This is an optimization exercise on Yosys and OpenROAD, whose aim is small area, a short achievable clock period and few clock cycles per item, not a production implementation. The RTL was checked by simulation tests, not by an equivalence proof against the original design. Power is estimated from default activity; no workload was simulated.

==> run a: inputs <==
==> flow/design.v <==
module apt_frame_parser (
    input  wire        clk,
    input  wire        rst,
    input  wire        in_valid,
    input  wire [7:0]  in_data,
    output wire        in_ready,
    output wire        out_valid,
    input  wire        out_ready,
    output reg  [1:0]  out_kind,
    output wire [1:0]  out_err,
    output reg  [15:0] out_msgid,
    output reg  [6:0]  out_dest,
    output reg  [7:0]  out_source,
    output reg         out_long,
    output reg  [7:0]  out_param1,
    output reg  [7:0]  out_param2,
    output reg  [63:0] out_f0,
    output reg  [31:0] out_f1,
    output reg  [31:0] out_f2,
    output wire [31:0] out_f3,
    output wire [12:0] out_status
);
    reg         oval;        
    reg         inpay;       
    reg         far;         
    reg         kn;          
    reg  [15:0] q;           
    reg         err_enum;    
    reg  [12:0] st;          
    reg  [2:0]  f3h;         
    reg  [7:0]  nx0;
    reg         rdy;
    assign in_ready   = rdy;
    assign out_valid  = oval;
    assign out_err    = {err_enum, !err_enum};
    assign out_status = st;
    assign out_f3     = {16'd0, f3h, st};
    wire        take = in_valid && in_ready;
    wire [7:0]  d    = in_data;
    wire [15:0] len  = {out_param2, out_param1};
    wire        hdr5 = !inpay && q[2:0] == 3'd5;
    wire        last = hdr5 ? (!out_long || len == 16'd0) : (inpay && q == len);
    function h(input integer k);
        h = take && !inpay && q[2:0] == k;
    endfunction
    function p(input integer k);
        p = take && inpay && !far && q[3:0] == k - 5;
    endfunction
    wire        c1  = kn && out_msgid[3:0] == 4'h1;
    wire        c2  = kn && out_msgid[3:0] == 4'h2;
    wire        c3  = kn && out_msgid[3:0] == 4'h3;
    wire        c4  = kn && out_msgid[3:0] == 4'h4;
    wire        c5  = kn && out_msgid[3:0] == 4'h5;
    wire        c6  = kn && out_msgid[3:0] == 4'h6;
    wire        c7  = kn && out_msgid[3:0] == 4'h7;
    wire        c8  = kn && out_msgid[3:0] == 4'h8;
    wire        known = kn;
    wire        kn_d = d == 8'h10 && nx0[7:4] == 4'h0 &&
                       nx0[3:0] != 4'h0 && nx0[3:0] <= 4'h8;
    wire        l4   = len[15:2] == 14'd0;
    wire        l6   = len[15:3] == 13'd0 && len[2:1] != 2'b11;
    wire        l8   = len[15:3] == 13'd0;
    wire        l14  = len[15:4] == 12'd0 && len[3:1] != 3'b111;
    wire        lshort = c2 ? l6 : c4 ? l4 : c8 ? l8 : l14;
    wire        too_short = (c2 | c3 | c4 | c6 | c7 | c8) && (!out_long || lshort);
    wire        bad_enum  = c1 && out_param2 != 8'd1 && out_param2 != 8'd2;
    wire [18:0] adc = {3'd0, d, out_f1[7:0]} + {1'b0, d, out_f1[7:0], 2'b00};
    wire [7:0]  dz = d & {8{inpay}};
    wire        at0 = !inpay && q[2:0] == 3'd0;
    always @(posedge clk) begin
        if (rst)
            rdy <= 1'b1;
        else
            rdy <= (take && last) || !oval || out_ready || (at0 && !take);
    end
    always @(posedge clk) begin
        if (rst) begin
            oval  <= 1'b0;
            inpay <= 1'b0;
            far   <= 1'b0;
            q     <= 16'd0;
        end else begin
            if (out_ready)
                oval <= 1'b0;
            if (take) begin
                if (last) begin
                    oval  <= 1'b1;
                    inpay <= 1'b0;
                    far   <= 1'b0;
                    q     <= 16'd0;
                end else if (hdr5) begin
                    inpay <= 1'b1;
                    q     <= 16'd1;
                end else begin
                    q     <= q + 16'd1;
                    if (inpay && q[3:0] == 4'd14)
                        far <= 1'b1;
                end
            end
        end
    end
    wire c2378 = c2 | c3 | c7 | c8;
    wire c237  = c2 | c3 | c7;
    wire c37   = c3 | c7;
    wire n15   = !(c1 | c5);
    always @(posedge clk) begin
        if (h(0)) nx0 <= d;
        if (h(1)) begin
            out_msgid       <= {d, nx0};
            kn              <= kn_d;
        end
        if (h(2)) out_param1      <= d;
        if (h(3)) out_param2      <= d;
        if (h(4)) begin
            out_long <= d[7];
            out_dest <= d[6:0];
        end
        if (h(5)) begin
            out_source <= d;
            out_kind   <= !known ? 2'd1 : (too_short || bad_enum) ? 2'd2 : 2'd0;
            err_enum   <= !too_short;
        end
        if (h(2))
            out_f0[7:0] <= {d[7:4] & {4{!c5}}, d[3:0]};
        else if (p(6) && n15)
            out_f0[7:0] <= d;
        else if (p(7) && c4)
            out_f0[7:0] <= adc[7:0];
        if (p(7) && c4)
            out_f0[15:8] <= adc[15:8];
        else if (h(2) || (p(7) && n15))
            out_f0[15:8] <= dz;
        if (p(7) && c4)
            out_f0[23:16] <= {5'd0, adc[18:16]};
        else if (h(2) || (p(8) && c6))
            out_f0[23:16] <= dz;
        if (h(2) || (p(9) && c6))  out_f0[31:24] <= dz;
        if (h(2) || (p(10) && c6)) out_f0[39:32] <= dz;
        if (h(2) || (p(11) && c6)) out_f0[47:40] <= dz;
        if (h(2) || (p(12) && c6)) out_f0[55:48] <= dz;
        if (h(2) || (p(13) && c6)) out_f0[63:56] <= dz;
        if (h(3))
            out_f1[7:0] <= {7'd0, d == 8'd1};
        else if (p(9) && c4)
            out_f1[7:0] <= adc[7:0];
        else if ((p(6) && c4) || (p(8) && n15) || (p(14) && c6))
            out_f1[7:0] <= d;
        if (p(9) && c4)
            out_f1[15:8] <= adc[15:8];
        else if (h(3) || (p(9) && c2378) || (p(15) && c6))
            out_f1[15:8] <= dz;
        if (p(9) && c4)
            out_f1[23:16] <= {5'd0, adc[18:16]};
        else if (p(15) && c6)
            out_f1[23:16] <= {8{d[7]}};
        else if (h(3) || (p(10) && c237))
            out_f1[23:16] <= dz;
        if (p(15) && c6)
            out_f1[31:24] <= {8{d[7]}};
        else if (h(3) || (p(11) && c237))
            out_f1[31:24] <= dz;
        if ((p(10) && c8) || (p(12) && c37) || (p(16) && c6))
            out_f2[7:0] <= d;
        if ((p(11) && c8) || (p(13) && c37) || (p(17) && c6))
            out_f2[15:8] <= d;
        if (h(4) || (p(14) && c3) || (p(18) && c6))
            out_f2[23:16] <= dz;
        if (h(4) || (p(15) && c3) || (p(19) && c6))
            out_f2[31:24] <= dz;
        if (p(12) && c8)
            st[7:0] <= d;
        if (p(13) && c8)
            {f3h, st[12:8]} <= d;
        if (p(16) && c37)
            st[5:0] <= {d[7:4], d[1:0]};
        if (p(17) && c37)
            st[10:6] <= {d[6:4], d[2:1]};
        if (p(19) && c37)
            st[12:11] <= {d[7], d[0]};
    end
endmodule
==> flow/flow/run.sh <==
#!/bin/bash
# The standard layout (the standard.sh) with two changes: port buffers of
# sky130_fd_sc_hd__buf_1, and no full/half-adder cell extraction in synthesis
# (ADDER_MAP_FILE empty), so abc maps the adders for speed.
set -uo pipefail
bash standard.sh "BUFFER_PORTS_ARGS=-buffer_cell sky130_fd_sc_hd__buf_1" "ADDER_MAP_FILE=" finish > standard.log 2>&1
==> flow/standard.sh <==
#!/bin/bash
# synth_recipe.tcl (not shown) runs the flow's synth.tcl, then flattens the netlist and writes it again
# the make line also repeats each setting of config.mk as NAME=value (left out here)
make -C /OpenROAD-flow-scripts/flow DESIGN_CONFIG=/design/flow/config.mk WORK_HOME=/design/flow/orfs CLKGATE_MAP_FILE= SYNTH_SCRIPT=/design/flow/synth_recipe.tcl "${@:-finish}"
==> flow/config.mk <==
export PLATFORM = sky130hd
export DESIGN_NAME = apt_frame_parser
export DESIGN_NICKNAME = apt_frame_parser
export VERILOG_FILES = /design/flow/design.v
export SDC_FILE = /design/flow/constraint.sdc
export NUM_CORES = 4
export LEC_CHECK = 0
export ABC_CLOCK_PERIOD_IN_PS = 2000
export CAP_MARGIN = 20
export CORE_MARGIN = 2
export CORE_UTILIZATION = 40
export CTS_CLUSTER_DIAMETER = 70
export CTS_CLUSTER_SIZE = 20
export PLACE_DENSITY = 0.72
export SETUP_SLACK_MARGIN = 2.2
export SLEW_MARGIN = 20
==> flow/constraint.sdc <==
create_clock -name core_clock -period 4.5 [get_ports {clk}]
set_input_delay 0.9000 -clock core_clock [delete_from_list [all_inputs] [get_ports {clk}]]
set_output_delay 0.9000 -clock core_clock [all_outputs]
set_load 0.01 [all_outputs]
==> inputs of run b, as changes to run a <==
==> flow/flow/run.sh (replaced) <==
#!/bin/bash
# The standard layout (the standard.sh) with two changes: port buffers of
# sky130_fd_sc_hd__buf_2, and no full/half-adder cell extraction in synthesis
# (ADDER_MAP_FILE empty), so abc maps the adders for speed.
set -uo pipefail
bash standard.sh "BUFFER_PORTS_ARGS=-buffer_cell sky130_fd_sc_hd__buf_2" "ADDER_MAP_FILE=" finish > standard.log 2>&1
CTS_CLUSTER_DIAMETER = unset   (was 70)
CTS_CLUSTER_SIZE = unset   (was 20)
PLACE_DENSITY = 0.6   (was 0.72)
SETUP_SLACK_MARGIN = 2.5   (was 2.2)
==> out/metrics.yaml <==
pwr:
  p_clk_mw: 2.09
  p_sw_share_pct: 21.92
  leakagePower_nw: 5.840
  p_switching_mw: 1.028
global_routing:
  grt_pass1_vias: 7592
clocking:
  cts_made_buffers: 25
setup_path:
  r2r_cells: 7
  path_class: "in -> reg"
  startpoint_type: "input port"
  cp_top_family: "compound AO/OA/AOI/OAI gates"
drt:
  viasPerCell: 5.447
  route.met3.wl_um: 2483
  drt_iter0_drc: 857
place:
  dp_worst_setup_slack_ns: 1.318
cells_and_area:
  final_util_pct: 58.16
  signal_buffers: 348
  stdcell_area_sq_um: 14560
outcome:
  status: "timing/DRC/antenna clean"
timing:
  period_share_pct: 49.44
the above is filed under run b

==> out/metrics.yaml <==
setup_path:
  r2r_cells: 8
  cp_top_family: "simple AND/OR/NAND/NOR gates"
  endpoint: "out_f0[15]"
  path_class: "reg -> reg"
  startpoint_type: "flip-flop"
drt:
  route.met3.wl_um: 2549
  drt_iter0_drc: 780
cells_and_area:
  stdcell_area_sq_um: 12300
  final_util_pct: 49.11
pwr:
  leakagePower_nw: 4.248
  p_sw_share_pct: 22.57
  p_clk_mw: 1.45
place:
  dp_worst_setup_slack_ns: 1.253
clocking:
  cts_made_buffers: 16
timing:
  period_share_pct: 50.50
outcome:
  status: "timing/DRC/antenna clean"
the above is filed under run a

Testbench counts of run a, summed over its fixed seeds: cycles 48,895, items 3,200.
Testbench counts of run b, summed over its fixed seeds: cycles 48,895, items 3,200.

[separate check: timing with driven ports]
In the flow no input, the clock included, has a driving cell. The finished layouts below were timed again as built, in two steps. Step 1 assumes that a clkbuf_16 drives the clock port and a buf_2 every other input. Step 2 also shifts input and output timing later by t, the mid clock arrival at the registers, as if the neighbouring blocks saw the same clock. Three values: no drivers, after step 1, after step 2; two values: the first two.
run | t, ns | setup WS [ns] | worst data-port slew with drivers (ns)
run a | 0.528 | 2.228 / 2.224 / 1.742 | 0.04
run b | 0.562 | 2.275 / 2.246 / 1.704 | 0.09
After both steps setup and hold are still met in every run listed. The setup slack of run b, which loses most, moves by -0.029 ns with the drivers and by -0.571 ns with both steps.
